Background: an optimization exercise with open tools, aiming at small area, a short achievable clock period and few clock cycles. Do not read the settings as production practice.
In this exercise RTL edits were held to simulation tests only and were not proved equivalent to the original.
Power and IR drop assume default switching activity.

--- run.sh ---
#!/bin/bash
# synth_recipe.tcl (not shown) runs the flow's synth.tcl, then flattens the netlist and writes it again
# the make line also repeats each setting of config.mk as NAME=value (left out here)
make -C /OpenROAD-flow-scripts/flow DESIGN_CONFIG=/design/flow/config.mk WORK_HOME=/design/flow/orfs CLKGATE_MAP_FILE= SYNTH_SCRIPT=/design/flow/synth_recipe.tcl finish
--- config.mk ---
export PLATFORM = sky130hd
export DESIGN_NAME = kmpcodec
export DESIGN_NICKNAME = kmpcodec
export VERILOG_FILES = /design/flow/design.v
export SDC_FILE = /design/flow/constraint.sdc
export NUM_CORES = 4
export LEC_CHECK = 0
export CAP_MARGIN = 20
export CORE_MARGIN = 2
export CORE_UTILIZATION = 55
export PLACE_DENSITY = 0.7
export SETUP_SLACK_MARGIN = 5
export SLEW_MARGIN = 20
export TNS_END_PERCENT = 0
--- constraint.sdc ---
create_clock -name core_clock -period 10.0 [get_ports {clk}]
set_input_delay 2.0000 -clock core_clock [delete_from_list [all_inputs] [get_ports {clk}]]
set_output_delay 2.0000 -clock core_clock [all_outputs]
set_load 0.01 [all_outputs]
--- design.v ---
module kmpcodec (
    input  wire        clk,
    input  wire        reset,       
    input  wire        cmd_valid,
    input  wire [23:0] cmd_word,
    output wire [7:0]  status,
    input  wire [3:0]  reg_addr,
    input  wire [4:0]  reg_idx,
    output reg  [23:0] reg_rdata,
    input  wire [1:0]  buf_op,      
    input  wire        buf_sel,     
    input  wire [6:0]  buf_idx,
    input  wire [7:0]  buf_wdata,
    output wire [7:0]  buf_rdata
);
    localparam MSGCAP = 32;
    localparam RAWCAP = 66;
    localparam DECMAX = 31;
    localparam MANTB  = 26;
    localparam E_NONE     = 4'd0;
    localparam E_CHECKSUM = 4'd2;
    localparam E_PROTO    = 4'd3;
    localparam E_OVERFLOW = 4'd4;
    localparam E_DANGLING = 4'd5;
    localparam E_SHORT    = 4'd6;
    localparam E_MALFORM  = 4'd7;
    localparam E_ILLEGAL  = 4'd8;
    localparam OP_COMPUTE = 8'h01;
    localparam OP_GEN     = 8'h02;
    localparam OP_CHECK   = 8'h03;
    localparam OP_ENCODE  = 8'h04;
    localparam OP_DECODE  = 8'h05;
    localparam OP_REQ     = 8'h06;
    localparam OP_REPLY   = 8'h09;
    localparam OP_SETTO   = 8'h0A;
    localparam S_IDLE  = 3'd0;
    localparam S_MCRC  = 3'd1;    
    localparam S_DEC   = 3'd2;    
    localparam S_ENC   = 3'd3;    
    localparam S_REPLY = 3'd4;    
    function is_reserved(input [7:0] b);
        is_reserved = (b == 8'h06) || (b == 8'h0D) || (b == 8'h1B) ||
                      (b == 8'h40) || (b == 8'h80);
    endfunction
    function [15:0] crc_byte(input [15:0] c, input [7:0] b);
        integer k;
        reg [15:0] r;
        begin
            r = c;
            for (k = 7; k >= 0; k = k - 1)
                r = {r[14:0], b[k]} ^ (r[15] ? 16'h1021 : 16'h0000);
            crc_byte = r;
        end
    endfunction
    reg [7:0] msg_mem [0:MSGCAP-1];
    reg [7:0] raw_mem [0:RAWCAP-1];
    reg [5:0] msglen;
    reg [6:0] rawlen;
    reg        busy, done;
    reg [3:0]  err;
    reg [4:0]  anomcnt;
    reg [15:0] crcout;
    reg [15:0] timeout;
    reg [15:0] vregid;
    reg        vneg, vexpneg, vvalid;
    reg [5:0]  vexpmag;
    reg [7:0]  vmantlen;
    reg [8*MANTB-1:0] vraw;      
    reg [4:0]  vlm1;            
    reg        vlz;             
    reg [2:0]  state;
    reg [7:0]  op;
    reg [15:0] imm_r;           
    reg [6:0]  i;
    reg [6:0]  j;
    reg [3:0]  pidx;            
    reg [5:0]  er;              
    reg [7:0]  pd0, pd1;        
    reg [7:0]  rb;              
    reg        rbv;
    reg        virt;
    reg        mfree;
    reg [15:0] mc_crc;
    reg [5:0]  mc_cnt;
    reg        mc_ok;
    reg [15:0] ds_crc;
    reg [6:0]  ds_cnt;
    reg [5:0]  ds_j;
    reg        ds_esc;
    reg [4:0]  ds_anom;
    reg        ds_ok;
    integer q;
    wire [7:0]  cop  = cmd_word[23:16];
    wire [15:0] cimm = cmd_word[15:0];
    wire accept  = cmd_valid && !busy;
    wire idle    = !busy;
    wire host_wm = idle && buf_op == 2'd1 && buf_sel == 1'b0 && buf_idx < MSGCAP;
    wire host_wr = idle && buf_op == 2'd1 && buf_sel == 1'b1 && buf_idx < RAWCAP;
    wire host_lm = idle && buf_op == 2'd2 && buf_sel == 1'b0;
    wire host_lr = idle && buf_op == 2'd2 && buf_sel == 1'b1;
    wire mc_valid = mc_ok && (mc_cnt == msglen);
    wire ds_hit   = ds_ok && (ds_cnt == rawlen);
    wire [7:0] vpat [0:5];
    assign vpat[0] = 8'h3F;
    assign vpat[1] = 8'h10;
    assign vpat[2] = imm_r[15:8];
    assign vpat[3] = imm_r[7:0];
    assign vpat[4] = crcout[15:8];
    assign vpat[5] = crcout[7:0];
    reg [7:0] mview [0:MSGCAP-1];
    always @(*) begin
        for (q = 0; q < MSGCAP; q = q + 1)
            mview[q] = (q < 6 && virt) ? vpat[q < 6 ? q : 0] : msg_mem[q];
    end
    wire [7:0] mrd = (buf_idx < {1'b0, msglen}) ? mview[buf_idx[4:0]] : 8'h00;
    wire [7:0] rrd = (buf_idx < rawlen) ? raw_mem[buf_idx] : 8'h00;
    assign buf_rdata = buf_sel ? rrd : mrd;
    wire [7:0] raw_at_i = raw_mem[i[4:0]];
    wire [3:0] pra = busy ? pidx : 4'd0;
    wire [7:0] pb0 = mview[{pra, 1'b0}];
    wire [7:0] pb1 = mview[{pra, 1'b1}];
    wire [15:0] req_crc = crc_byte(crc_byte(crc_byte(crc_byte(crc_byte(crc_byte(
                              16'h0000, 8'h3F), 8'h10), cimm[15:8]), cimm[7:0]), 8'h00), 8'h00);
    wire [7:0] rb0 = cimm[15:8], rb1 = cimm[7:0], rb2 = req_crc[15:8], rb3 = req_crc[7:0];
    wire re0 = is_reserved(rb0), re1 = is_reserved(rb1);
    wire re2 = is_reserved(rb2), re3 = is_reserved(rb3);
    wire [3:0] rese = {re3, re2, re1, re0};
    wire [31:0] rbs = {rb3, rb2, rb1, rb0};
    function integer fpos(input integer c, input integer k);
        integer t;
        begin
            fpos = 3 + k;
            for (t = 0; t < k; t = t + 1)
                if ((c >> t) & 1) fpos = fpos + 1;
        end
    endfunction
    function [7:0] fbyte(input integer c, input integer p, input [31:0] b);
        integer k;
        begin
            fbyte = 8'h0D;
            for (k = 0; k < 4; k = k + 1) begin
                if (p == fpos(c, k))
                    fbyte = ((c >> k) & 1) ? 8'h1B : b[8*k +: 8];
                if (((c >> k) & 1) && p == fpos(c, k) + 1)
                    fbyte = ~b[8*k +: 8];
            end
        end
    endfunction
    reg  [7:0] rframe [0:11];
    reg  [3:0] rflen;
    integer p, c;
    always @(*) begin
        rframe[0] = 8'h80;
        rframe[1] = 8'h3F;
        rframe[2] = 8'h10;
        for (p = 3; p < 12; p = p + 1) begin
            rframe[p] = 8'h0D;
            for (c = 0; c < 16; c = c + 1)
                if (rese == c) rframe[p] = fbyte(c, p, rbs);
        end
        rflen = 4'd8;
        for (c = 0; c < 16; c = c + 1)
            if (rese == c) rflen = fpos(c, 4) + 1;
    end
    wire       ds_from_host = host_wr && mfree &&
                              (buf_idx == 7'd0 || (ds_ok && buf_idx == ds_cnt && ds_cnt < DECMAX));
    wire       ds_fresh     = host_wr && buf_idx == 7'd0;
    wire [7:0] ds_in        = busy ? rb : buf_wdata;
    wire       ds_esc0      = ds_fresh ? 1'b0 : ds_esc;
    wire [15:0] ds_crc0     = ds_fresh ? 16'h0000 : ds_crc;
    wire [5:0] ds_j0        = ds_fresh ? 6'd0 : ds_j;
    wire [4:0] ds_anom0     = ds_fresh ? 5'd0 : ds_anom;
    wire [7:0] ds_ub        = ds_esc0 ? ~ds_in : ds_in;
    wire       ds_emit      = ds_esc0 || ds_in != 8'h1B;
    wire [15:0] ds_crc_n    = ds_emit ? crc_byte(ds_crc0, ds_ub) : ds_crc0;
    wire       dec_step     = (state == S_DEC) && rbv;
    wire       ds_step      = ds_from_host || dec_step;
    wire [7:0] xop     = accept ? cop : op;
    wire       x_crc   = (accept && (cop == OP_COMPUTE || cop == OP_CHECK ||
                                     (cop == OP_GEN && msglen <= 6'd30)) && mc_valid) ||
                         (state == S_MCRC && mc_cnt == msglen);
    wire       x_dec   = (accept && cop == OP_DECODE && rawlen <= DECMAX && ds_hit) ||
                         (state == S_DEC && !rbv && i == rawlen);
    wire       x_reply = (accept && cop == OP_REPLY && !virt) || state == S_REPLY;
    wire [15:0] x_imm  = busy ? imm_r : cimm;
    wire       mat     = virt && ((accept && cop != OP_REQ && cop != OP_DECODE) || host_wm || host_lm);
    wire       x_gen   = x_crc && xop == OP_GEN;
    wire [15:0] gen_crc = crc_byte(crc_byte(mc_crc, 8'h00), 8'h00);
    wire       rp_hdr  = msglen >= 6'd4 && msg_mem[0] == 8'h3F && msg_mem[1] == 8'h10 &&
                         msg_mem[2] == x_imm[15:8] && msg_mem[3] == x_imm[7:0];
    wire       rp_len  = msglen >= 6'd6 && {3'b000, msglen} >= 9'd6 + {1'b0, msg_mem[4]};
    wire       ev0   = er != 6'd0;
    wire       ev1   = er[5:1] != 5'd0;
    wire       eend  = er <= 6'd2;
    wire       ee0   = is_reserved(pd0);
    wire       ee1   = is_reserved(pd1);
    wire       efit  = eend && !(ev1 && ee0 && ee1);
    wire       em2   = ev0;
    wire       em3   = (ev1 && (ee0 || ee1)) ||
                       (eend && ((ev0 && ee0 && !ev1) || (ev1 && !ee0 && !ee1)));
    wire       em4   = (ev1 && ee0 && ee1) || (eend && ev1 && (ee0 ^ ee1));
    wire [2:0] ecnt  = em4 ? 3'd4 : em3 ? 3'd3 : em2 ? 3'd2 : 3'd1;
    wire [7:0] eb0   = ee0 ? 8'h1B : pd0;
    wire [7:0] eb1   = ee1 ? 8'h1B : pd1;
    wire [7:0] es0   = ev0 ? eb0 : 8'h0D;
    wire [7:0] es1   = (ev0 && ee0) ? ~pd0 : (ev1 ? eb1 : 8'h0D);
    wire [7:0] es2   = (ev0 && ee0) ? (ev1 ? eb1 : 8'h0D) : ((ev1 && ee1) ? ~pd1 : 8'h0D);
    wire [7:0] es3   = (ev0 && ee0 && ev1 && ee1) ? ~pd1 : 8'h0D;
    wire       enc_we = state == S_ENC;
    reg        mw_en;       
    reg        mw_two;
    reg [4:0]  mw_a;
    reg [7:0]  mw_d1, mw_d2;
    always @(*) begin
        mw_en  = 1'b0;
        mw_two = 1'b0;
        mw_a   = buf_idx[4:0];
        mw_d1  = buf_wdata;
        mw_d2  = gen_crc[7:0];
        if (x_gen) begin
            mw_en  = 1'b1;
            mw_two = 1'b1;
            mw_a   = msglen[4:0];
            mw_d1  = gen_crc[15:8];
        end else if (ds_step) begin
            mw_en  = ds_emit;
            mw_a   = ds_j0[4:0];
            mw_d1  = ds_ub;
        end else if (host_wm) begin
            mw_en  = 1'b1;
        end
    end
    wire [4:0] mw_a2 = mw_a + 5'd1;
    wire [7:0] mlane0 = mw_a[0] ? mw_d2 : mw_d1;
    wire [7:0] mlane1 = mw_a[0] ? mw_d1 : mw_d2;
    always @(posedge clk) begin
        for (q = 0; q < MSGCAP; q = q + 1) begin
            if (mw_en && (mw_a == q || (mw_two && mw_a2 == q)))
                msg_mem[q] <= q[0] ? mlane1 : mlane0;
            else if (q < 6 && mat)
                msg_mem[q] <= vpat[q < 6 ? q : 0];
        end
    end
    wire       rq_w   = accept && cop == OP_REQ;
    wire       r0_w   = rq_w || (accept && cop == OP_ENCODE);
    wire       rw_en  = enc_we || host_wr;
    wire [6:0] rw_a   = busy ? j : buf_idx;
    wire [3:0] rw_m   = busy ? {em4, em3, em2, 1'b1} : 4'b0001;
    reg  [7:0] rlane [0:3];
    always @(*) begin
        case (j[1:0])
        2'd0: begin rlane[0] = es0; rlane[1] = es1; rlane[2] = es2; rlane[3] = es3; end
        2'd1: begin rlane[1] = es0; rlane[2] = es1; rlane[3] = es2; rlane[0] = es3; end
        2'd2: begin rlane[2] = es0; rlane[3] = es1; rlane[0] = es2; rlane[1] = es3; end
        default: begin rlane[3] = es0; rlane[0] = es1; rlane[1] = es2; rlane[2] = es3; end
        endcase
        if (!busy) begin
            rlane[0] = buf_wdata; rlane[1] = buf_wdata; rlane[2] = buf_wdata; rlane[3] = buf_wdata;
        end
    end
    reg  [RAWCAP+2:0] rw_dec;
    reg  [RAWCAP-1:0] rw_hit;
    always @(*) begin
        for (q = 0; q < RAWCAP + 3; q = q + 1)
            rw_dec[q] = rw_en && rw_a == q - 3;    
        for (q = 0; q < RAWCAP; q = q + 1)
            rw_hit[q] = (rw_dec[q + 3] & rw_m[0]) |
                        ((q >= 1) && rw_dec[q + 2] & rw_m[1]) |
                        ((q >= 2) && rw_dec[q + 1] & rw_m[2]) |
                        ((q >= 3) && rw_dec[q] & rw_m[3]);
    end
    always @(posedge clk) begin
        for (q = 0; q < RAWCAP; q = q + 1) begin
            if ((q == 0 && r0_w) || (q < 12 && rq_w))
                raw_mem[q] <= rframe[q < 12 ? q : 0];
            else if (rw_hit[q])
                raw_mem[q] <= rlane[q % 4];
        end
    end
    always @(posedge clk) begin
        if (reset) begin
            state    <= S_IDLE;
            busy     <= 1'b0;
            done     <= 1'b0;
            err      <= E_NONE;
            anomcnt  <= 5'd0;
            crcout   <= 16'h0000;
            timeout  <= 16'd1000;
            msglen   <= 6'd0;
            rawlen   <= 7'd0;
            vregid   <= 16'h0000;
            vneg     <= 1'b0;
            vexpneg  <= 1'b0;
            vexpmag  <= 6'd0;
            vmantlen <= 8'd0;
            vlm1     <= 5'd0;
            vlz      <= 1'b1;
            vvalid   <= 1'b0;
            op       <= 8'h00;
            imm_r    <= 16'h0000;
            i        <= 7'd0;
            j        <= 7'd0;
            pidx     <= 4'd0;
            er       <= 6'd0;
            pd0      <= 8'h00;
            pd1      <= 8'h00;
            rb       <= 8'h00;
            rbv      <= 1'b0;
            virt     <= 1'b0;
            mfree    <= 1'b1;
            mc_crc   <= 16'h0000;
            mc_cnt   <= 6'd0;
            mc_ok    <= 1'b1;
            ds_crc   <= 16'h0000;
            ds_cnt   <= 7'd0;
            ds_j     <= 6'd0;
            ds_esc   <= 1'b0;
            ds_anom  <= 5'd0;
            ds_ok    <= 1'b0;
        end else begin
            if (host_lm && buf_idx <= MSGCAP) msglen <= buf_idx[5:0];
            if (host_lr && buf_idx <= RAWCAP) rawlen <= buf_idx;
            if (mat) virt <= 1'b0;
            if (mat || host_wm || host_lm) mfree <= 1'b0;
            if (host_wm) begin
                if (buf_idx == 7'd0) begin
                    mc_crc <= crc_byte(16'h0000, buf_wdata);
                    mc_cnt <= 6'd1;
                    mc_ok  <= 1'b1;
                end else if (buf_idx[5:0] == mc_cnt) begin
                    mc_crc <= crc_byte(mc_crc, buf_wdata);
                    mc_cnt <= mc_cnt + 6'd1;
                end else if (buf_idx[5:0] < mc_cnt) begin
                    mc_ok  <= 1'b0;
                end
            end
            if (host_wm || host_lm) ds_ok <= 1'b0;
            if (host_wr && !ds_from_host && (buf_idx == 7'd0 || buf_idx < ds_cnt)) ds_ok <= 1'b0;
            if (ds_step) begin
                ds_crc  <= ds_crc_n;
                ds_esc  <= !ds_esc0 && ds_in == 8'h1B;
                ds_j    <= ds_j0 + ds_emit;
                ds_anom <= ds_anom0 + (ds_esc0 && !is_reserved(ds_ub));
            end
            if (ds_from_host) begin
                ds_cnt <= ds_fresh ? 7'd1 : ds_cnt + 7'd1;
                ds_ok  <= 1'b1;
            end
            if (accept) begin
                busy    <= 1'b0;
                done    <= 1'b1;
                err     <= E_NONE;
                anomcnt <= 5'd0;
                op      <= cop;
                ds_ok   <= 1'b0;
                pd0     <= pb0;
                pd1     <= pb1;
                pidx    <= 4'd1;
                i       <= 7'd0;
                rbv     <= 1'b0;
                case (cop)
                OP_COMPUTE, OP_CHECK: begin
                    if (!mc_valid) begin
                        busy   <= 1'b1;
                        done   <= 1'b0;
                        state  <= S_MCRC;
                        mc_crc <= 16'h0000;
                        mc_cnt <= 6'd0;
                        mc_ok  <= 1'b1;
                    end
                end
                OP_GEN: begin
                    if (msglen > 6'd30) begin
                        err <= E_OVERFLOW;
                    end else if (!mc_valid) begin
                        busy   <= 1'b1;
                        done   <= 1'b0;
                        state  <= S_MCRC;
                        mc_crc <= 16'h0000;
                        mc_cnt <= 6'd0;
                        mc_ok  <= 1'b1;
                    end
                end
                OP_ENCODE: begin
                    busy  <= 1'b1;
                    done  <= 1'b0;
                    state <= S_ENC;
                    j     <= 7'd1;
                    er    <= msglen;
                end
                OP_DECODE: begin
                    if (rawlen > DECMAX) begin
                        msglen <= 6'd0;
                        err    <= E_OVERFLOW;
                        mfree  <= 1'b1;
                    end else if (!ds_hit) begin
                        busy    <= 1'b1;
                        done    <= 1'b0;
                        state   <= S_DEC;
                        virt    <= 1'b0;
                        mfree   <= 1'b0;
                        ds_crc  <= 16'h0000;
                        ds_j    <= 6'd0;
                        ds_esc  <= 1'b0;
                        ds_anom <= 5'd0;
                    end
                end
                OP_REQ: begin
                    virt   <= 1'b1;
                    mfree  <= 1'b1;
                    imm_r  <= cimm;
                    msglen <= 6'd6;
                    crcout <= req_crc;
                    rawlen <= {3'b000, rflen};
                    mc_crc <= 16'h0000;
                    mc_cnt <= 6'd6;
                    mc_ok  <= 1'b1;
                end
                OP_REPLY: begin
                    if (virt) begin
                        busy  <= 1'b1;
                        done  <= 1'b0;
                        state <= S_REPLY;
                        imm_r <= cimm;
                    end
                end
                OP_SETTO: begin
                    timeout <= cimm;
                end
                default: begin
                    err <= E_ILLEGAL;
                end
                endcase
            end
            if (state == S_MCRC && mc_cnt != msglen) begin
                mc_crc <= crc_byte(mc_crc, mc_cnt[0] ? pd1 : pd0);
                mc_cnt <= mc_cnt + 6'd1;
                if (mc_cnt[0]) begin
                    pd0  <= pb0;
                    pd1  <= pb1;
                    pidx <= pidx + 4'd1;
                end
            end
            if (x_crc) begin
                state <= S_IDLE;
                busy  <= 1'b0;
                done  <= 1'b1;
                case (xop)
                OP_GEN: begin
                    crcout <= gen_crc;
                    msglen <= msglen + 6'd2;
                    mfree  <= 1'b0;
                    mc_crc <= 16'h0000;
                    mc_cnt <= msglen + 6'd2;
                    mc_ok  <= 1'b1;
                end
                OP_CHECK: begin
                    crcout <= mc_crc;
                    if (mc_crc != 16'h0000) err <= E_CHECKSUM;
                end
                default: begin
                    crcout <= mc_crc;
                end
                endcase
            end
            if (state == S_DEC) begin
                rb <= raw_at_i;
                if (i != rawlen) begin
                    rbv <= 1'b1;
                    i   <= i + 7'd1;
                end else begin
                    rbv <= 1'b0;
                end
            end
            if (x_dec) begin
                state   <= S_IDLE;
                busy    <= 1'b0;
                done    <= 1'b1;
                virt    <= 1'b0;
                anomcnt <= ds_anom;
                if (ds_esc) begin
                    err    <= E_DANGLING;
                    msglen <= 6'd0;
                end else if (ds_j < 6'd6) begin
                    err    <= E_SHORT;
                    msglen <= 6'd0;
                end else begin
                    crcout <= ds_crc;
                    if (ds_crc != 16'h0000) begin
                        err    <= E_CHECKSUM;
                        msglen <= 6'd0;
                    end else begin
                        msglen <= ds_j - 6'd2;
                    end
                end
                if (ds_esc || ds_j < 6'd6 || ds_crc != 16'h0000) begin
                    mfree  <= 1'b1;
                    mc_crc <= 16'h0000;
                    mc_cnt <= 6'd0;
                    mc_ok  <= 1'b1;
                end else begin
                    mfree  <= 1'b0;
                    mc_ok  <= 1'b0;
                end
            end
            if (state == S_ENC) begin
                j    <= j + {4'd0, ecnt};
                er   <= er - 6'd2;
                pd0  <= pb0;
                pd1  <= pb1;
                pidx <= pidx + 4'd1;
                if (efit) begin
                    rawlen <= j + {4'd0, ecnt};
                    state  <= S_IDLE;
                    busy   <= 1'b0;
                    done   <= 1'b1;
                end
            end
            if (x_reply) begin
                state <= S_IDLE;
                busy  <= 1'b0;
                done  <= 1'b1;
                if (!rp_hdr) begin
                    err    <= E_PROTO;
                    vvalid <= 1'b0;
                end else if (!rp_len) begin
                    err    <= E_MALFORM;
                    vvalid <= 1'b0;
                end else begin
                    vregid   <= x_imm;
                    vmantlen <= msg_mem[4];
                    vlm1     <= msg_mem[4][4:0] - 5'd1;
                    vlz      <= msg_mem[4] == 8'h00;
                    vneg     <= msg_mem[5][7];
                    vexpneg  <= msg_mem[5][6];
                    vexpmag  <= msg_mem[5][5:0];
                    vvalid   <= 1'b1;
                    for (q = 0; q < MANTB; q = q + 1)
                        vraw[8*q +: 8] <= msg_mem[6 + q];
                end
            end
        end
    end
    assign status = {2'b00, 1'b0, vvalid, (anomcnt != 5'd0), (err != E_NONE), done, busy};
    reg [4:0] vm_k [0:MANTB-1];
    reg [7:0] vm_b;
    always @(*) begin
        vm_b = 8'h00;
        for (q = 0; q < MANTB; q = q + 1) begin
            vm_k[q] = vlm1 - q;
            if (!vlz && q <= vlm1 && reg_idx == vm_k[q])
                vm_b = vm_b | vraw[8*q +: 8];
        end
    end
    always @(*) begin
        case (reg_addr)
        4'h1: reg_rdata = {16'h0000, status};
        4'h2: reg_rdata = {20'h00000, err};
        4'h3: reg_rdata = {8'h00, timeout};
        4'h7: reg_rdata = {19'h00000, anomcnt};
        4'h8: reg_rdata = {8'h00, crcout};
        4'h9: reg_rdata = {18'h00000, msglen};
        4'hA: reg_rdata = {17'h00000, rawlen};
        4'hB: reg_rdata = {8'h00, vregid};
        4'hC: reg_rdata = {22'h000000, vexpneg, vneg};
        4'hD: reg_rdata = {18'h00000, vexpmag};
        4'hE: reg_rdata = {16'h0000, vmantlen};
        4'hF: reg_rdata = {16'h0000, vm_b};
        default: reg_rdata = 24'h000000;
        endcase
    end
endmodule
==> impl_results.md, run 1 <==
- Simple-Gate Fraction of Synth Area: between 10% and 20%
- Die Ht: 345.1 µm
- Max-cap violations: 0
- Leading area contributor after synthesis: edfxtp_1
- Global-route wire length before repair: roughly 470 mm
- Data required, critical path: 8000 ps
- Synth Area in Compound Gates: 21.47%
- Measured slew at the worst slew-check pin: ~1300 ps
- RSZ-0062 raised after global routing: yes
- # setup viols final: 0
- Layout cells sized above 1: 15.37%
- Clock sink count: 1224
- Peak supply drop: 0.0002088 V
- Top cell type's share of synthesized area: 45.04%
- Main combinational cell family by area after synthesis: compound AO/OA/AOI/OAI gates
- Final Hold Fails: 0
- Layout net count: 6351
- Drt total wl: approximately 350 mm
- CTS tree: built
- Register area share after synthesis: 53.30%
- Crit-path max FO: 29
- Port buffer count: 82
- Adder-cell share of the synthesized area: under 10%
- Post-synthesis mux area share: ~2.8%
- Worst setup SP type: flop
- Total track usage: 56.95%
- FMAX: 143.8 MHz
- Syn. warnings: 7
- Sw frac: 25.86%
- Largest cells by area after synthesis: edfxtp_1 (45%), dfxtp_1 (8.3%), a22oi_1 (4.8%), nand2_1 (3.3%), nor2_1 (2.8%)
- Syn avg cell area: 10.58 µm²
- Total power: 0.01172 W
- CTS clk-pin slew, worst paths: 60 ps
- Period utilization: between 60% and 70%
- Worst Hold Class: reg -> reg
- Synthesis-stage register bit count: 1224
- Asr flop ratio synth: 0%
- Cells after Synth: 6051
- Placement-stage cell area: 0.06767 mm²
- Crit path DAT: 4960 ps
- Design area: 0.07471 mm²
- Top cells by instance count after synthesis: edfxtp_1 (960), nand2_1 (562), nor2_1 (482), a22oi_1 (407), a21oi_1 (355)
- Drt pass-1 iters: 21
- Worst setup EP type: output port
- Xor/xnor share of the synthesized area: about 3.6%
- Gate power share: roughly 8.5%
- Via count: 63359
- Clock group share of total power: 44.3%
- Grt total ovfl: 0
- Min Tclk post-route: just under 7000 ps
- Pwr/cell area: 156.9 mW/mm²
- Critical path class: reg -> out
- Clock Latency Late Sink: 830 ps
- P_sw: 0.003031 W
- Main synth FF type: edfxtp_1
- Routed length per instance: approximately 44 µm
- Hold Buf Count CTS: 0
- Top-count cell post-synth: edfxtp_1
- Synth-to-Final Area Change: 16.73%
- Slew Limit Headroom: 10.74%
- Initial antenna violation count: 25
- Num CTS Buffers: 132
- Skew final: 57.22 ps
- Largest net degree at the start of global routing: 188
- Core ar.: 0.1157 mm²
- P_int: 0.008691 W
- GPL Wtd Cong: 1.142
- IO Pins: 94
- Synth cell types: about 110
- Placed wire-length estimate: 248.9 mm
- Detailed-route DRC error count: 0
- CTS Buffer Depth: 3
- Die Wd: roughly 350 µm
- Lkg Pwr: 24.99 nW
- Root Buffer Master: clkbuf_16
- Status: complete, no violations
- Vias in the first global route: approximately 57000
- Die area: roughly 0.12 mm²
- Via-per-instance ratio: 8.046
- Synthesized cell area: 0.06400 mm²
- EDFF count, synth: 960
- H-tree Lvls: 4
- Max-slew violations: 0
- Sequential share of power: 47.2%
- Initial core utilization: 55.30%
- Post-DRT Antenna Nets: 0
- Rows: 125
- Drt first-iter violations: between 10000 and 15000
-- layer usage --
layer	vias to the layer above	wire, µm	track usage, %
li1	24028	-	-
met1	29904	108300	65.06
met2	7234	137800	78.81
met3	2169	60550	27.60
met4	24	42180	50.50
met5	-	267	0.8804
-- cell usage in the layout (no fill, tap or decap), drive strengths merged, types with 93 or more instances in the layout --
| cell type | count |
|---|---|
| nand4 | 112 |
| nor2 | 485 |
| mux2i | 110 |
| a221oi | 129 |
| a22oi | 408 |
| xnor2 | 143 |
| o21ai | 294 |
| inv | 93 |
| clkbuf | 174 |
| a21oi | 355 |
| buf | 404 |
| edfxtp | 960 |
| nor3 | 131 |
| nand2 | 562 |
| nand3 | 182 |
| dfxtp | 264 |
-- worst paths after layout --
| path | startpoint | endpoint | slack [ps] | cells after the start |
|---|---|---|---|---|
| min reg2reg | op[2] | op[2] | 450 | 2 |
| max reg2reg | busy | msg_mem[5][0] | 4310 | 12 |
| min | op[2] | op[2] | 450 | 2 |
| max | virt | buf_rdata[6] | 3040 | 10 |
-- layout make-up --
| cell class | count | area, µm² |
|---|---|---|
| antenna | 22 | 55.05 |
| clock buffer | 172 | 3608 |
| clock inverter | 70 | 973.4 |
| fill | 8851 | 41030 |
| inverter | 94 | 362.8 |
| multi-input combinational | 4297 | 29400 |
| sequential | 1224 | 34120 |
| tap | 1524 | 1907 |
| timing repair buffer | 472 | 4273 |
-- logic make-up after synthesis --
logic type      count (synthesis)
compound gates               1939
simple gates                 1852
flops                        1224
buf+inv                       542
xor+xnor                      242
mux                           168
fa+ha+maj                      83
other cells                     1
-- per-stage QoR --
stage | hold slack, ps | worst slack, ps | utilization [%] | setup TNS (ps) | cells
2_1_floorplan | 430.8 | -76.78 | - | -15970 | 6061
3_3_place_gp | 437.3 | 1192 | 58.43 | 0 | 7498
3_5_place_dp | 446.5 | 1198 | 58.47 | 0 | 7498
4_1_cts | 454.6 | 3307 | 64.20 | 0 | 7834
5_1_grt | 478.3 | 3160 | 64.51 | 0 | 7856
6_report | 453.5 | 3044 | 64.55 | 0 | 7875
-- power by group through the flow --
stage / registers [W] / logic, W / clock network (W)
3_5_place_dp: 0.00563 / 0.000851 / 0
4_1_cts: 0.00552 / 0.000913 / 0.00513
3_3_place_gp: 0.00563 / 0.000839 / 0
5_1_grt: 0.00552 / 0.00100 / 0.00534
2_1_floorplan: 0.00560 / 0.000495 / 0
6_report: 0.00553 / 0.000999 / 0.00519
-- flip-flops by register name, summed over array words and instances (netlist names), 8 cells and up --
| register | flops |
|---|---|
| crcout | 16 |
| msg_mem | 256 |
| vmantlen | 8 |
| vraw | 208 |
| pd0 | 8 |
| ds_crc | 16 |
| imm_r | 16 |
| timeout | 16 |
| vregid | 16 |
| mc_crc | 16 |
| rb | 8 |
| raw_mem | 528 |
| op | 8 |
| pd1 | 8 |
-- critical path: stages (launching register included) --
cell and delay, ps:
dfxtp_2 730, buf_4 590, mux2i_1 1000, nor2_1 360
a21oi_1 220, nand4_1 130, nor3_1 320, nand4_1 130
o221ai_1 250, o21ai_2 120, clkdlybuf4s15_1 260
-- repair_timing --
| action | 4_1_cts | 5_1_grt |
|---|---|---|
| endpoints found under the setup margin | 1375 | 1352 |
| setup buffers | 88 | 12 |
| pin swaps | 80 | 9 |
| cloned | 6 | 1 |
| resized for setup | 366 | 30 |
Testbench counts, summed over its fixed seeds: cycles 10,011.
==> run 2: changes to the inputs <==
--- a/config.mk
+++ b/config.mk
@@ -7,8 +7,8 @@
 export LEC_CHECK = 0
 export CAP_MARGIN = 20
 export CORE_MARGIN = 2
-export CORE_UTILIZATION = 55
-export PLACE_DENSITY = 0.7
+export CORE_UTILIZATION = 40
+export PLACE_DENSITY = 0.6
 export SETUP_SLACK_MARGIN = 5
 export SLEW_MARGIN = 20
 export TNS_END_PERCENT = 0
==> run 2 against run 1 <==
Effect of this change:
- still clean on timing, DRC and antenna
- clock skew is 23 ps lower
- non-clock buffer count rose by 18
- worst setup slack got worse by 210 ps
- global-route usage decreased by 12 points
- via count down 3.9%
- register-to-register slack got worse by 210 ps
- sequential share of layout area down 0.39 points
- design area up 0.87%
- combinational power hardly changed
- largest power group unchanged
==> impl_results.md, run 2 <==
- Syn. warnings: 7 (unchanged)
- Design area: 0.07536 mm² (+0.87%)
- Sw frac: 25.95% (+0.087 points)
- Global-route wire length before repair: 501.9 mm (+6.7%)
- Final Hold Fails: 0 (unchanged)
- Placed cells: 8088 (+7.9%)
- Initial core utilization: 40.36% (-15 points)
- Pre-CTS setup slack: 1002 ps (-195.7 ps)
- Drt total wl: 378.5 mm (+8.4%)
- Sequential share of power: 46.7% (-0.5 points)
- Biggest regs: raw_mem: 528 flops, msg_mem: 256 flops, vraw: 208 flops
- Via-per-instance ratio: 7.199 (-11%)
- Via count: 60865 (-3.9%)
- R2R depth: 13 (+1)
- Clock group share of total power: 44.8% (+0.5 points)
- Layout net count: 6373 (+0.35%)
- Worst Hold Class: reg -> reg
- Drt pass-1 iters: 8 (-62%)
- Vias in the first global route: 56156 (-2.1%)
- # setup viols final: 0 (unchanged)
- Die area: 0.1632 mm² (+37%)
- Asr flop ratio synth: 0% (unchanged)
- Initial antenna violation count: 45 (+80%)
- Gate power share: 8.5% (about the same)
- Die Wd: 404.0 µm (+17%)
- Detailed-route DRC error count: 0 (unchanged)
- Syn avg cell area: 10.58 µm² (unchanged)
- CTS clk-pin slew, worst paths: 50 ps (about the same)
- Commonest non-fill, non-tap cell in the layout: edfxtp_1
- Total track usage: 45.36% (-12 points)
- Peak supply drop: 0.0001850 V (-11%)
- Critical path class: in -> out
- Slew Limit Headroom: 8.898% (-1.8 points)
- Synthesis-stage register bit count: 1224 (unchanged)
- Worst setup SP type: input pin
- Main synth FF type: edfxtp_1
- Placed wire-length estimate: 282.0 mm (+13%)
- Top-count cell post-synth: edfxtp_1
- EDFF count, synth: 960 (unchanged)
- Clock sink count: 1224 (unchanged)
- Clock Latency Late Sink: 830 ps (about the same)
- Worst setup EP type: output port
- Placement-stage cell area: 0.06876 mm² (+1.6%)
- IO Pins: 94 (unchanged)
- Most frequent cells in the layout: edfxtp_1 (960), nand2_1 (556), nor2_1 (426), a22oi_1 (405), buf_4 (372)
- H-tree Lvls: 4 (unchanged)
- RSZ-0062 raised after global routing: yes
- Non-Filler Instances: 8455 (+7.4%)
- Grt total ovfl: 0 (unchanged)
- Port buffer count: 82 (unchanged)
- Data required, critical path: 8000 ps (about the same)
- Synth-to-Final Area Change: 17.75%
- Core ar.: 0.1586 mm² (+37%)
- Biggest register: raw_mem
- CTS tree: built
- Max-slew violations: 0 (unchanged)
- Num CTS Buffers: 138 (+4.5%)
- Crit path DAT: 5160 ps (+200 ps)
- Status: complete, no violations
- Min Tclk post-route: 7164 ps (+208.6 ps)
- Routed length per instance: 44.76 µm (+0.99%)
- Synth cell types: 114 (unchanged)
- Setup WS post-layout: 2836 ps (-208.6 ps)
- P_int: 0.008768 W (+0.89%)
- FF-to-FF setup slack: 4100 ps (-210 ps)
- Measured slew at the worst slew-check pin: 1354 ps (+15.44 ps)
- Max-cap violations: 0 (unchanged)
- Skew final: 34.16 ps (-23.06 ps)
- Drt first-iter violations: 10936 (-26%)
- Setup Total Neg Slack: 0 ps (unchanged)
- Cells after Synth: 6051 (unchanged)
- Crit-path max FO: 8 (-72%)
- Top cell type's share of synthesized area: 45.04% (unchanged)
- Layout cells sized above 1: 15.07% (-0.30 points)
- P_sw: 0.003072 W (+1.3%)
- Max reg flops: 528 (unchanged)
- Die Ht: 404.0 µm (+17%)
- Largest cells by area after synthesis: edfxtp_1 (45%), dfxtp_1 (8.3%), a22oi_1 (4.8%), nand2_1 (3.3%), nor2_1 (2.8%)
- Total power: 0.01184 W (+1.0%)
- Synthesized cell area: 0.06400 mm² (unchanged)
- Pwr/cell area: 157.1 mW/mm² (+0.13%)
- Worst Hold Depth: 2 (unchanged)
- Hold Buf Count CTS: 0 (unchanged)
- CTS Buffer Depth: 3 (unchanged)
- Root Buffer Master: clkbuf_16
- Lkg Pwr: 25.03 nW (+0.16%)
- Rows: 146 (+17%)
- FMAX: 139.6 MHz (-2.9%)
- GPL Wtd Cong: 1.128 (-1.2%)
- Register area share after synthesis: 53.30% (unchanged)
- Largest net degree at the start of global routing: 160 (-15%)
- Leading area contributor after synthesis: edfxtp_1
- Post-DRT Antenna Nets: 0 (unchanged)
- Top cells by instance count after synthesis: edfxtp_1 (960), nand2_1 (562), nor2_1 (482), a22oi_1 (407), a21oi_1 (355)
- Period utilization: 71.64% (+2.1 points)
-- run 2: changes by cell type in the layout (fill, tap and decap cells not counted), sizes merged, moves of 2 or more --
| cell | change |
|---|---|
| dlygate4sd2 | +3 |
| clkinv | -2 |
| inv | +6 |
| clkdlybuf4s15 | -6 |
| clkinvlp | -2 |
| diode | +4 |
| clkbuf | +12 |
| buf | +15 |
| clkdlybuf4s50 | +4 |
| bufinv | -2 |
-- run 2: layout make-up --
cell class	count	area, µm²
sequential	1224	34130
antenna	26	65.06
fill	14593	83200
multi-input combinational	4295	29340
clock buffer	184	3824
tap	2072	2592
timing repair buffer	490	4218
clock inverter	70	839.6
inverter	94	356.6
-- run 2: path summary, 6_finish.rpt --
check	from	end
worst min-delay path	op[1]	op[1]
worst max register to register	busy	msg_mem[25][7]
worst max-delay path	reg_idx[4]	reg_rdata[5]
worst min register to register	op[1]	op[1]
-- run 2: per-layer routing --
| layer | vias up | wire length [µm] | global-route usage, % |
|---|---|---|---|
| met3 | 1410 | 45680 | 13.93 |
| met2 | 5112 | 162300 | 68.20 |
| met1 | 30188 | 134900 | 54.98 |
| met4 | 40 | 35300 | 33.17 |
| li1 | 24115 | - | - |
| met5 | - | 267 | 0 |
-- run 2: cells by family (layout without fill, tap and decap cells) --
logic type / count (synthesis) / count (layout) / share of synthesized area, %
fa+ha+maj: 83 / 83 / 1.609
mux: 168 / 168 / 2.817
compound gates: 1939 / 1939 / 21.47
other cells: 1 / 37 / 0.005859
flops: 1224 / 1224 / 53.30
simple gates: 1852 / 1852 / 13.83
buf+inv: 542 / 838 / 3.353
xor+xnor: 242 / 242 / 3.615
-- run 2: worst max-delay path, cell delays in order --
cell and delay (ps):
buf_6 90, buf_6 110, xnor2_2 130, buf_6 150, buf_6 120, xor2_1 150
nand2_1 90, a21oi_2 50, buf_6 140, a222oi_1 720, nand3_1 390, a221oi_2 350
a31oi_4 170, a311o_1 340, buf_2 150
-- run 2: power groups by stage --
stage	Sequential (W)	Clock, W	Combinational (W)
3_5_place_dp	0.00563	0	0.000904
3_3_place_gp	0.00563	0	0.000899
5_1_grt	0.00552	0.00548	0.00103
4_1_cts	0.00552	0.00529	0.000952
2_1_floorplan	0.00560	0	0.000495
6_report	0.00553	0.00530	0.00101
-- run 2: timing repair --
action,CTS,global route
cloned,3,2
pin swaps,53,27
endpoints found under the hold margin,0,0
setup endpoints to repair,1334,1326
resized for setup,265,43
setup buffers,64,16
-- run 2: stage by stage --
step                hold WS, ps  util (%)
floorplan                 430.8         -
global placement          439.8     43.34
detailed placement        445.1     43.36
CTS                       452.4     47.24
global route              465.5     47.49
finish                    450.2     47.53
==> run 3: changes to the inputs <==
--- a/design.v
+++ b/design.v
@@ -230,12 +230,12 @@
             mw_en  = 1'b1;
         end
     end
-    wire [4:0] mw_a2 = mw_a + 5'd1;
+    wire [4:0] mw_a2 = msglen[4:0] + 5'd1;
     wire [7:0] mlane0 = mw_a[0] ? mw_d2 : mw_d1;
     wire [7:0] mlane1 = mw_a[0] ? mw_d1 : mw_d2;
     always @(posedge clk) begin
         for (q = 0; q < MSGCAP; q = q + 1) begin
-            if (mw_en && (mw_a == q || (mw_two && mw_a2 == q)))
+            if ((mw_en && mw_a == q) || (mw_two && mw_a2 == q))
                 msg_mem[q] <= q[0] ? mlane1 : mlane0;
             else if (q < 6 && mat)
                 msg_mem[q] <= vpat[q < 6 ? q : 0];
==> run 3 against run 2 <==
Effect of this change:
- still clean on timing, DRC and antenna
- count of clock-buffer cells in the layout is 16 lower
- flip-flop and latch count stayed put
- clock power increased by 2%
- global-route usage decreased by 0.94 points
- worst setup slack better by 340 ps
- largest cell class unchanged
==> impl_results.md, run 3 <==
- Cells after Synth: 6115 (+1.1%)
- # setup viols final: 0 (unchanged)
- Layout cells sized above 1: 16.48% (+1.4 points)
- CTS tree: built
- Grt total ovfl: 0 (unchanged)
- Post-DRT Antenna Nets: 0 (unchanged)
- Placed cells: 8202 (+1.4%)
- Global-route wire length before repair: 494.9 mm (-1.4%)
- Rows: 147 (+0.68%)
- Worst setup SP type: input pin
- Data required, critical path: 8000 ps (about the same)
- Commonest non-fill, non-tap cell in the layout: edfxtp_1
- Syn avg cell area: 10.53 µm² (-0.48%)
- Biggest register: raw_mem
- GPL Wtd Cong: 1.129 (about the same)
- FMAX: 146.5 MHz (+4.9%)
- CTS Buffer Depth: 3 (unchanged)
- Pwr/cell area: 157.5 mW/mm² (+0.27%)
- Initial antenna violation count: 47 (+4.4%)
- Critical path class: in -> out
- Initial core utilization: 40.18% (-0.18 points)
- Die Wd: 405.2 µm (+0.28%)
- Most frequent cells in the layout: edfxtp_1 (960), nand2_1 (597), nor2_1 (472), a22oi_1 (447), buf_4 (373)
- Synthesis-stage register bit count: 1224 (unchanged)
- Core ar.: 0.1602 mm² (+1.0%)
- Worst hold endpoint: timeout[15]
- Synth cell types: 123 (+7.9%)
- Die area: 0.1641 mm² (+0.57%)
- CTS clk-pin slew, worst paths: 60 ps (about the same)
- Via count: 61667 (+1.3%)
- Drt total wl: 372.2 mm (-1.6%)
- Num CTS Buffers: 138 (unchanged)
- Skew final: 33.34 ps (-0.8235 ps)
- Leading area contributor after synthesis: edfxtp_1
- Placed wire-length estimate: 269.9 mm (-4.3%)
- Design area: 0.07609 mm² (+0.97%)
- Synthesized cell area: 0.06437 mm² (+0.57%)
- Worst hold margin: 455.6 ps (+5.356 ps)
- Clock sink count: 1224 (unchanged)
- Layout net count: 6449 (+1.2%)
- Period utilization: 68.28% (-3.4 points)
- Min Tclk post-route: 6828 ps (-336.4 ps)
- Biggest regs: raw_mem: 528 flops, msg_mem: 256 flops, vraw: 208 flops
- Main synth FF type: edfxtp_1
- Status: complete, no violations
- Via-per-instance ratio: 7.156 (-0.60%)
- Root Buffer Master: clkbuf_16
- Total track usage: 44.42% (-0.94 points)
- Top cells by instance count after synthesis: edfxtp_1 (960), nand2_1 (603), nor2_1 (530), a22oi_1 (458), a21oi_1 (367)
- R2R depth: 11 (-2)
- Lkg Pwr: 25.51 nW (+1.9%)
- Setup Total Neg Slack: 0 ps (unchanged)
- Die Ht: 405.2 µm (+0.28%)
- Drt first-iter violations: 12446 (+14%)
- Capturing point of the worst reg2reg path: msg_mem[0][6]
- Peak supply drop: 0.0002079 V (+12%)
- Port buffer count: 82 (unchanged)
- Clock Latency Late Sink: 810 ps (-20 ps)
- Worst Hold Class: reg -> reg
- Non-Filler Instances: 8618 (+1.9%)
- Hold path startpoint: timeout[15]
- Clock group share of total power: 45.0% (+0.2 points)
- Top-count cell post-synth: edfxtp_1
- Total power: 0.01199 W (+1.2%)
- Placement-stage cell area: 0.06874 mm² (about the same)
- Routed length per instance: 43.19 µm (-3.5%)
- Asr flop ratio synth: 0% (unchanged)
- Crit path DAT: 4830 ps (-330 ps)
- RSZ-0062 raised after global routing: yes
- Hold Buf Count CTS: 0 (unchanged)
- Sequential share of power: 46.0% (-0.7 points)
- Synth-to-Final Area Change: 18.21%
- Largest cells by area after synthesis: edfxtp_1 (45%), dfxtp_1 (8.2%), a22oi_1 (5.3%), nand2_1 (3.5%), nor2_1 (3.1%)
- Detailed-route DRC error count: 0 (unchanged)
- Max-slew violations: 0 (unchanged)
- Crit-path max FO: 10 (+2)
- Syn. warnings: 7 (unchanged)
- Vias in the first global route: 55927 (-0.41%)
- Final Hold Fails: 0 (unchanged)
- Worst Hold Depth: 2 (unchanged)
- Fillers: 14610 (+0.12%)
- Slew Limit Headroom: 12.23% (+3.3 points)
- Measured slew at the worst slew-check pin: 1315 ps (-39.33 ps)
- Largest net degree at the start of global routing: 199 (+24%)
- FF-to-FF setup slack: 4420 ps (+320 ps)
- EDFF count, synth: 960 (unchanged)
- Gate power share: 8.9% (+0.4 points)
- Start of the worst register-to-register path: busy
- Drt pass-1 iters: 9 (+1)
- Worst setup EP type: output port
- H-tree Lvls: 4 (unchanged)
- Register area share after synthesis: 53.00% (-0.30 points)
- P_sw: 0.003070 W (about the same)
- P_int: 0.008918 W (+1.7%)
- Sw frac: 25.61% (-0.34 points)
- Top cell type's share of synthesized area: 44.78% (-0.26 points)
- IO Pins: 94 (unchanged)
- Max reg flops: 528 (unchanged)
- Max-cap violations: 0 (unchanged)
==> run 3: cell count changes after synthesis, moves of 22 or more <==
cell      previous run  this run
o21ai_1             38         6
nor2_1             482       530
nand2_1            562       603
a22oi_1            407       458
inv_1               87       114
nand3_1            182       133
nor4_1              59        37
a211oi_1            57        84
o31ai_1             54        23
==> run 3: logic make-up after synthesis <==
family | Yosys count | synth area share (%)
AO/OA/AOI/OAI | 1920 | 21.14
XOR/XNOR | 237 | 3.582
adder cells (fa/ha/maj) | 78 | 1.512
buffers and inverters | 573 | 3.641
flip-flops | 1224 | 53.00
multiplexers | 182 | 3.079
other | 1 | 0.005826
AND/OR/NAND/NOR | 1900 | 14.04
==> run 3: power by group through the flow <==
stage,combinational (W),sequential (W),clock [W]
finish,0.00107,0.00552,0.00540
global route,0.00109,0.00552,0.00557
CTS,0.000999,0.00552,0.00537
detailed placement,0.000932,0.00562,0
global placement,0.000925,0.00563,0
floorplan,0.000490,0.00560,0
==> run 3: how the worst max path moves through the flow <==
stage                             from      endpoint
after floorplan           cmd_word[21]       vraw[0]
after global placement      buf_idx[0]  buf_rdata[4]
after detailed placement    buf_idx[0]  buf_rdata[4]
after CTS                   reg_idx[2]  reg_rdata[5]
after global routing        reg_idx[4]  reg_rdata[5]
final                       reg_idx[3]  reg_rdata[5]
==> run 3: what timing repair did <==
item | CTS | global route
cloned | 8 | 0
pin swaps | 90 | 63
endpoints found under the setup margin | 1382 | 1399
setup buffers | 105 | 19
resized for setup | 320 | 74
==> run 3: stage by stage <==
stage / setup slack, ps / util [%]
6_report: 3172 / 47.50
5_1_grt: 3229 / 47.46
4_1_cts: 3174 / 47.19
3_5_place_dp: 1239 / 42.91
3_3_place_gp: 1320 / 42.91
2_1_floorplan: 3112 / -
==> run 3: final cells by class <==
type / instances / area [µm²] / share of cell area [%]
inverter: 117 / 446.7 / 0.5870
multi-input combinational: 4329 / 29530 / 38.81
sequential: 1224 / 34130 / 44.85
antenna: 25 / 62.56 / 0.08222
clock buffer: 168 / 3732 / 4.905
tap: 2160 / 2703 / 3.552
timing repair buffer: 511 / 4506 / 5.921
clock inverter: 84 / 984.7 / 1.294
==> run 3: worst max-delay path, cell delays in order <==
cell      delay [ps]
buf_12           110
xor2_4           200
buf_6            180
nand2_2           70
nor2_1            50
o21ai_1          210
a211oi_2          90
buf_6            150
a222oi_1         820
nand4_1          200
a211oi_2         270
buf_4            210
o211ai_1          90
buf_2            160
==> run 3: metal layers <==
layer  track usage [%]  vias to the layer above  part of all wire, %  wire, µm
li1                  -                    24180                    -         -
met2             64.50                     5591                   42    155700
met3             15.45                     1426                   13     50110
met1             54.40                    30444                   35    131500
met4             32.95                       26                  9.3     34750
met5                 0                        -                0.057       213
Testbench counts of run 3, summed over its fixed seeds: cycles 10,011.
==> run 4: changes to the inputs <==
--- a/config.mk
+++ b/config.mk
@@ -11,4 +11,4 @@
 export PLACE_DENSITY = 0.6
 export SETUP_SLACK_MARGIN = 5
 export SLEW_MARGIN = 20
-export TNS_END_PERCENT = 0
+export TNS_END_PERCENT = 10
==> run 4 against run 3 <==
Effect of this change:
- design area is 4.6% higher
- utilization is 2.2 points higher
- first-iteration DRC count is 2.9% lower
- worst hold slack worse by 2.5 ps
- wire length is 7.4% higher
- global-route usage is 3.1 points higher
- clock skew is 9.6 ps higher
- non-clock buffer count is 172 higher
- worst setup slack better by 4.4 ps
- critical path type unchanged
- flip-flop and latch count stayed put
- via count is 2.1% higher
- maximum frequency hardly changed
==> impl_results.md, run 4 <==
- Critical path class: in -> out
- Hold path startpoint: op[6]
- Grt total ovfl: 0 (unchanged)
- Capturing point of the worst reg2reg path: raw_mem[10][5]
- Drt first-iter violations: 12091 (-2.9%)
- Worst hold margin: 453.1 ps (-2.539 ps)
- Die area: 0.1641 mm² (unchanged)
- Critical Path Start: reg_idx[3]
- Peak supply drop: 0.0002028 V (-2.5%)
- H-tree Lvls: 4 (unchanged)
- Register area: 0.03413 mm² (unchanged)
- Most frequent cells in the layout: edfxtp_1 (960), nand2_1 (586), nor2_1 (458), buf_4 (443), a22oi_1 (423)
- Syn. warnings: 7 (unchanged)
- Crit path DAT: 4820 ps (about the same)
- Die Wd: 405.2 µm (unchanged)
- Detailed-route DRC error count: 0 (unchanged)
- Vias in the first global route: 57607 (+3.0%)
- Root Buffer Master: clkbuf_16
- Top-count cell post-synth: edfxtp_1
- Top cells by instance count after synthesis: edfxtp_1 (960), nand2_1 (603), nor2_1 (530), a22oi_1 (458), a21oi_1 (367)
- Main synth FF type: edfxtp_1
- Pwr/cell area: 153.7 mW/mm² (-2.5%)
- Via count: 62942 (+2.1%)
- Lkg Pwr: 27.01 nW (+5.9%)
- CTS tree: built
- Routed length per instance: 45.45 µm (+5.2%)
- Drt pass-1 iters: 10 (+1)
- Via-per-instance ratio: 7.155 (about the same)
- Footprint of the multi-input gates: 0.03070 mm² (+4.0%)
- Max reg flops: 528 (unchanged)
- Cells after Synth: 6115 (unchanged)
- Biggest register: raw_mem
- R2R depth: 9 (-2)
- Worst setup EP type: output port
- Core ar.: 0.1602 mm² (unchanged)
- Data required, critical path: 8000 ps (about the same)
- Initial antenna violation count: 38 (-19%)
- Start of the worst register-to-register path: busy
- Status: complete, no violations
- Syn avg cell area: 10.53 µm² (unchanged)
- Register area share after synthesis: 53.00% (unchanged)
- Setup Total Neg Slack: 0 ps (unchanged)
- Total track usage: 47.47% (+3.1 points)
- Port buffer count: 82 (unchanged)
- Drt total wl: 399.9 mm (+7.4%)
- GPL Wtd Cong: 1.088 (-3.6%)
- Worst Hold Class: reg -> reg
- Slew Limit Headroom: 14.66% (+2.4 points)
- Leading area contributor after synthesis: edfxtp_1
- CTS clk-pin slew, worst paths: 50 ps (about the same)
- Biggest regs: raw_mem: 528 flops, msg_mem: 256 flops, vraw: 208 flops
- Die Ht: 405.2 µm (unchanged)
- Crit-path max FO: 8 (-2)
- Layout net count: 6628 (+2.8%)
- Hold Buf Count CTS: 0 (unchanged)
- # setup viols final: 0 (unchanged)
- Fillers: 14490 (-0.82%)
- Buf+Inv Stages, Crit Path: 5 (unchanged)
- Commonest non-fill, non-tap cell in the layout: edfxtp_1
- FF-to-FF setup slack: 4730 ps (+310 ps)
- Setup WS post-layout: 3176 ps (+4.360 ps)
- CP Cell Sequence: buf_8 > xor2_4 > buf_8 > buf_4 > mux2i_1 > and3_4 > a222oi_1 > nand4_1 > a211oi_4 > buf_4 > o211ai_1 > buf_2
- Final core utilization: 49.67% (+2.2 points)
- Critical-path top delay cell: a222oi_1
- Rows: 147 (unchanged)
- Period utilization: 68.24% (about the same)
- Pre-CTS setup slack: 1340 ps (+101.0 ps)
- Post-DRT Antenna Nets: 0 (unchanged)
- Synthesized cell area: 0.06437 mm² (unchanged)
- RSZ-0062 raised after global routing: yes
- Largest net degree at the start of global routing: 144 (-28%)
- Asr flop ratio synth: 0% (unchanged)
- Clock Latency Late Sink: 840 ps (+30 ps)
- Clock sink count: 1224 (unchanged)
- Placement-stage cell area: 0.06893 mm² (+0.29%)
- EDFF count, synth: 960 (unchanged)
- WP depth: 12 (-2)
- Min Tclk post-route: 6824 ps (-4.360 ps)
- Num CTS Buffers: 144 (+4.3%)
- Max-cap violations: 0 (unchanged)
- Crit path to: reg_rdata[6]
- Design area: 0.07957 mm² (+4.6%)
- Global-route wire length before repair: 523.0 mm (+5.7%)
- FMAX: 146.6 MHz (about the same)
- IO Pins: 94 (unchanged)
- Max-slew violations: 0 (unchanged)
- Largest cells by area after synthesis: edfxtp_1 (45%), dfxtp_1 (8.2%), a22oi_1 (5.3%), nand2_1 (3.5%), nor2_1 (3.1%)
- Worst setup SP type: input pin
- Synthesis-stage register bit count: 1224 (unchanged)
- Measured slew at the worst slew-check pin: 1280 ps (-34.97 ps)
- Final Hold Fails: 0 (unchanged)
- Top cell type's share of synthesized area: 44.78% (unchanged)
- Placed wire-length estimate: 290.6 mm (+7.7%)
- Worst stage delay on the critical path: 700 ps (-120 ps)
- Initial core utilization: 40.18% (unchanged)
- Skew final: 42.93 ps (+9.585 ps)
- Synth cell types: 123 (unchanged)
- CTS Buffer Depth: 3 (unchanged)
- Layout cells sized above 1: 21.12% (+4.6 points)
- CP top delay family: compound AO/OA/AOI/OAI gates
- Synth-to-Final Area Change: 23.62%
[run 4: logic make-up after synthesis]
logic type / share of synthesized area (%)
adders and majority gates: 1.512
muxes: 3.079
and+or+nand+nor: 14.04
other: 0.005826
buffers and inverters: 3.641
AOI/OAI and AO/OA: 21.14
xor gates and xnor gates: 3.582
DFF: 53.00
[run 4: per-stage QoR]
step                power, W  std cells
floorplan           0.006091       6125
global route         0.01241       8776
detailed placement  0.006577       8207
CTS                  0.01207       8690
global placement    0.006569       8203
finish               0.01223       8797
[run 4: how the worst min path moves through the flow]
stage	to	cells past startpoint
floorplan	timeout[2]	2
global placement	op[1]	2
detailed placement	op[5]	2
CTS	op[5]	2
global route	timeout[14]	2
finish	op[6]	2
[run 4: tightest hold or removal path: stages, from the launching register on]
cell and delay [ps]:
dfxtp_1 300, nand2_1 50, a21oi_1 50
[run 4: timing repair]
| action | 4_1_cts | 5_1_grt |
|---|---|---|
| pin swaps | 193 | 85 |
| setup endpoints to repair | 1354 | 1085 |
| setup buffers | 203 | 80 |
| gates resized for setup | 670 | 150 |
| cloned | 19 | 0 |
[run 4: layout make-up]
type / count / share of cell area [%]
Inverter: 117 / 0.5912
Timing Repair Buffer: 683 / 8.406
Multi-Input combinational cell: 4330 / 38.58
Clock inverter: 82 / 1.209
Sequential cell: 1224 / 42.89
Clock buffer: 179 / 4.862
Antenna cell: 22 / 0.06919
Tap cell: 2160 / 3.396
[run 4: layer usage]
metal / wire length (µm) / vias up / global-route usage, %
met3: 50720 / 1563 / 14.98
li1: - / 24535 / -
met1: 139300 / 31126 / 57.05
met5: 106 / - / 0
met2: 169000 / 5700 / 69.95
met4: 40680 / 18 / 38.34
[run 4: where the power goes]
part	leakage, nW	switching (W)	internal [W]
Combinational	13.8	0.000822	0.000397
Clock	2.34	0.00235	0.00314
Sequential	10.9	0.0000378	0.00548
Total	27.0	0.00321	0.00902
==> run 5: changes to the inputs <==
--- a/config.mk
+++ b/config.mk
@@ -8,7 +8,8 @@
 export CAP_MARGIN = 20
 export CORE_MARGIN = 2
 export CORE_UTILIZATION = 40
+export CTS_BUF_LIST = sky130_fd_sc_hd__clkbuf_8
 export PLACE_DENSITY = 0.6
 export SETUP_SLACK_MARGIN = 5
 export SLEW_MARGIN = 20
-export TNS_END_PERCENT = 10
+export TNS_END_PERCENT = 0
==> run 5 against run 4 <==
Effect of this change:
- still clean
- via count shrank 1.0%
- power shrank 7.5%
- design area shrank 4.8%
- worst setup slack lost 97 ps
- critical path depth is the same
- non-clock buffer count shrank 159
- critical path type unchanged
- critical endpoint is now reg_rdata[5]
==> impl_results.md, run 5 <==
- Status: complete, no violations
- Critical path class: in -> out
- Layout net count: 6528 (-1.5%)
- CTS tree: built
- Setup WS post-layout: 3079 ps (-97.17 ps)
- Largest cells by area after synthesis: edfxtp_1 (45%), dfxtp_1 (8.2%), a22oi_1 (5.3%), nand2_1 (3.5%), nor2_1 (3.1%)
- Vias in the first global route: 56711 (-1.6%)
- Main synth FF type: edfxtp_1
- Die Wd: 405.2 µm (unchanged)
- Num CTS Buffers: 204 (+42%)
- Worst Hold Class: reg -> reg
- Main combinational cell family by area after synthesis: compound AO/OA/AOI/OAI gates
- Initial core utilization: 40.18% (unchanged)
- Min Tclk post-route: 6921 ps (+97.17 ps)
- Commonest non-fill, non-tap cell in the layout: edfxtp_1
- Critical path's most frequent cell: a211oi_2
- Synth-to-Final Area Change: 17.68%
- Drt pass-1 iters: 13 (+3)
- Max-cap violations: 0 (unchanged)
- Via count: 62297 (-1.0%)
- Buf+Inv Stages, Crit Path: 4 (-1)
- IO Pins: 94 (unchanged)
- Pre-CTS setup slack: 1239 ps (-101.0 ps)
- Synthesized cell area: 0.06437 mm² (unchanged)
- Clock Latency Late Sink: 1020 ps (+180 ps)
- Period utilization: 69.21% (+0.97 points)
- Crit-path max FO: 5 (-3)
- Top-count cell post-synth: edfxtp_1
- Via-per-instance ratio: 7.099 (-0.78%)
- Biggest register: raw_mem
- Root Buffer Master: clkbuf_8
- Initial antenna violation count: 59 (+55%)
- Post-DRT Antenna Nets: 0 (unchanged)
- Drt first-iter violations: 12731 (+5.3%)
- Final Hold Fails: 0 (unchanged)
- Placed cells: 8202 (-0.061%)
- Clock sink count: 1224 (unchanged)
- Placed wire-length estimate: 269.9 mm (-7.1%)
- Worst setup SP type: input pin
- Port buffer count: 82 (unchanged)
- Syn avg cell area: 10.53 µm² (unchanged)
- Die area: 0.1641 mm² (unchanged)
- Adder-cell share of the synthesized area: 1.512% (unchanged)
- Layout cells sized above 1: 17.33% (-3.8 points)
- Xor/xnor share of the synthesized area: 3.582% (unchanged)
- Simple-Gate Fraction of Synth Area: 14.04% (unchanged)
- CTS clk-pin slew, worst paths: 60 ps (about the same)
- Synth cell types: 123 (unchanged)
- Data required, critical path: 8000 ps (about the same)
- Global-route wire length before repair: 498.4 mm (-4.7%)
- Top cells by instance count after synthesis: edfxtp_1 (960), nand2_1 (603), nor2_1 (530), a22oi_1 (458), a21oi_1 (367)
- Critical-path top delay cell: a222oi_1
- Detailed-route DRC error count: 0 (unchanged)
- FMAX: 144.5 MHz (-1.4%)
- Synthesis-stage register bit count: 1224 (unchanged)
- Final core utilization: 47.28% (-2.4 points)
- Biggest regs: raw_mem: 528 flops, msg_mem: 256 flops, vraw: 208 flops
- Largest net degree at the start of global routing: 199 (+38%)
- Lkg Pwr: 25.63 nW (-5.1%)
- GPL Wtd Cong: 1.129 (+3.8%)
- Top cell type's share of synthesized area: 44.78% (unchanged)
- Setup Total Neg Slack: 0 ps (unchanged)
- Cells after Synth: 6115 (unchanged)
- Crit path DAT: 4920 ps (+100 ps)
- H-tree Lvls: 4 (unchanged)
- EDFF count, synth: 960 (unchanged)
- Non-Filler Instances: 8775 (-0.25%)
- Syn. warnings: 7 (unchanged)
- CTS Buffer Depth: 3 (unchanged)
- Total track usage: 44.70% (-2.8 points)
- Die Ht: 405.2 µm (unchanged)
- Drt total wl: 375.4 mm (-6.1%)
- RSZ-0062 raised after global routing: yes
- Worst hold margin: 455.1 ps (+2.071 ps)
- Rows: 147 (unchanged)
- Asr flop ratio synth: 0% (unchanged)
- Synth Area in Compound Gates: 21.14% (unchanged)
- Worst setup EP type: output port
- Most frequent cells in the layout: edfxtp_1 (960), nand2_1 (599), nor2_1 (473), a22oi_1 (447), buf_4 (394)
- # setup viols final: 0 (unchanged)
- Skew final: 68.47 ps (+25.55 ps)
- Register area share after synthesis: 53.00% (unchanged)
- Pwr/cell area: 149.4 mW/mm² (-2.8%)
- Max reg flops: 528 (unchanged)
- CP top delay family: compound AO/OA/AOI/OAI gates
- Measured slew at the worst slew-check pin: 1333 ps (+53.10 ps)
- Leading area contributor after synthesis: edfxtp_1
- Max-slew violations: 0 (unchanged)
- Peak supply drop: 0.0001418 V (-30%)
- Grt total ovfl: 0 (unchanged)
- Routed length per instance: 42.78 µm (-5.9%)
- Core ar.: 0.1602 mm² (unchanged)
- Post-synthesis mux area share: 3.079% (unchanged)
- Slew Limit Headroom: 10.30% (-4.4 points)
- Worst stage delay on the critical path: 870 ps (+170 ps)
- CP Cell Sequence: buf_8 > xnor2_4 > xnor2_2 > a22oi_2 > a211oi_2 > buf_6 > a222oi_1 > nand4_1 > a211oi_2 > buf_4 > o211ai_1 > buf_2
==> run 5: power breakdown <==
part           internal, W  switching [W]
clock network      0.00239        0.00233
logic             0.000310       0.000763
registers          0.00548      0.0000374
total              0.00819        0.00313
==> run 5: what timing repair did <==
action / in CTS / in global routing
gates resized for setup: 336 / 33
endpoints found under the setup margin: 1137 / 1324
hold buffers: 0 / 0
pin swaps: 91 / 24
hold endpoints to repair: 0 / 0
cloned: 8 / 0
buffers inserted: 122 / 12
==> run 5: worst paths after layout <==
| check | slack (ps) | to | start | cells after the start |
|---|---|---|---|---|
| max | 3080 | reg_rdata[5] | reg_idx[2] | 12 |
| min | 460 | timeout[12] | timeout[12] | 2 |
| min reg2reg | 460 | timeout[12] | timeout[12] | 2 |
| max reg2reg | 4320 | msg_mem[24][0] | busy | 11 |
==> run 5: routing by layer <==
layer	vias up	track usage (%)	part of all wire [%]
met3	1502	15.93	14
met4	30	33.79	9.3
li1	24376	-	-
met5	-	0	0.053
met1	30564	54.50	35
met2	5825	64.60	42
==> run 5: per-stage QoR <==
step	area, µm²	power (W)
6_report	75750	0.01132
5_1_grt	75670	0.01152
4_1_cts	75320	0.01122
3_5_place_dp	68740	0.006556
3_3_place_gp	68740	0.006550
2_1_floorplan	64440	0.006091
==> run 5: area by class of cell <==
class / instances / area (µm²)
Tap cell: 2160 / 2703
Inverter: 117 / 450.4
Timing Repair Buffer: 524 / 4601
Fill cell: 14739 / 84450
Sequential cell: 1224 / 34130
Multi-Input combinational cell: 4329 / 29520
Clock buffer: 227 / 3124
Clock inverter: 158 / 1135
Antenna cell: 36 / 90.09
==> run 5: worst min-delay path, stage by stage (launching register included) <==
cell	delay, ps
dfxtp_1	310
nand2_1	50
a21oi_1	50
==> run 5: cells by family after synthesis <==
kind of cell    after synthesis
xor+xnor                    237
other cells                   1
buf+inv                     573
flops                      1224
compound gates             1920
fa+ha+maj                    78
mux                         182
simple gates               1900

==> afterwards: timing with drivers on the ports <==
The results above use ideal ports. As a check the final layouts listed here were re-extracted and re-timed, cells and wires unchanged.
Step 1: set_driving_cell puts a clkbuf_16 on clk and a buf_2 on each other input, an assumption about the parent block.
Step 2 moves the port delays by t, midway between the first and last clock arrival at a register: inputs arrive t later, outputs are due t later. That takes back most of the time a late clock gives input paths.
a / b / c = ideal ports / drivers / drivers and shift; a / b = the first two.
run	shift t [ns]	setup WS [ns]	latest minus earliest clock arrival (ns)
run 1	0.893	3.044 / 2.924 / 2.306	0.057 / 0.057
run 2	0.899	2.836 / 2.693 / 2.078	0.038 / 0.037
run 3	0.874	3.172 / 3.117 / 2.572	0.036 / 0.036
run 4	0.901	3.176 / 2.958 / 2.958	0.043 / 0.043
run 5	1.052	3.079 / 3.038 / 2.501	0.089 / 0.088
After both steps every run listed still meets setup and hold. The setup slack of run 2, which loses most, moves by -0.143 ns with the drivers and by -0.758 ns with both steps.
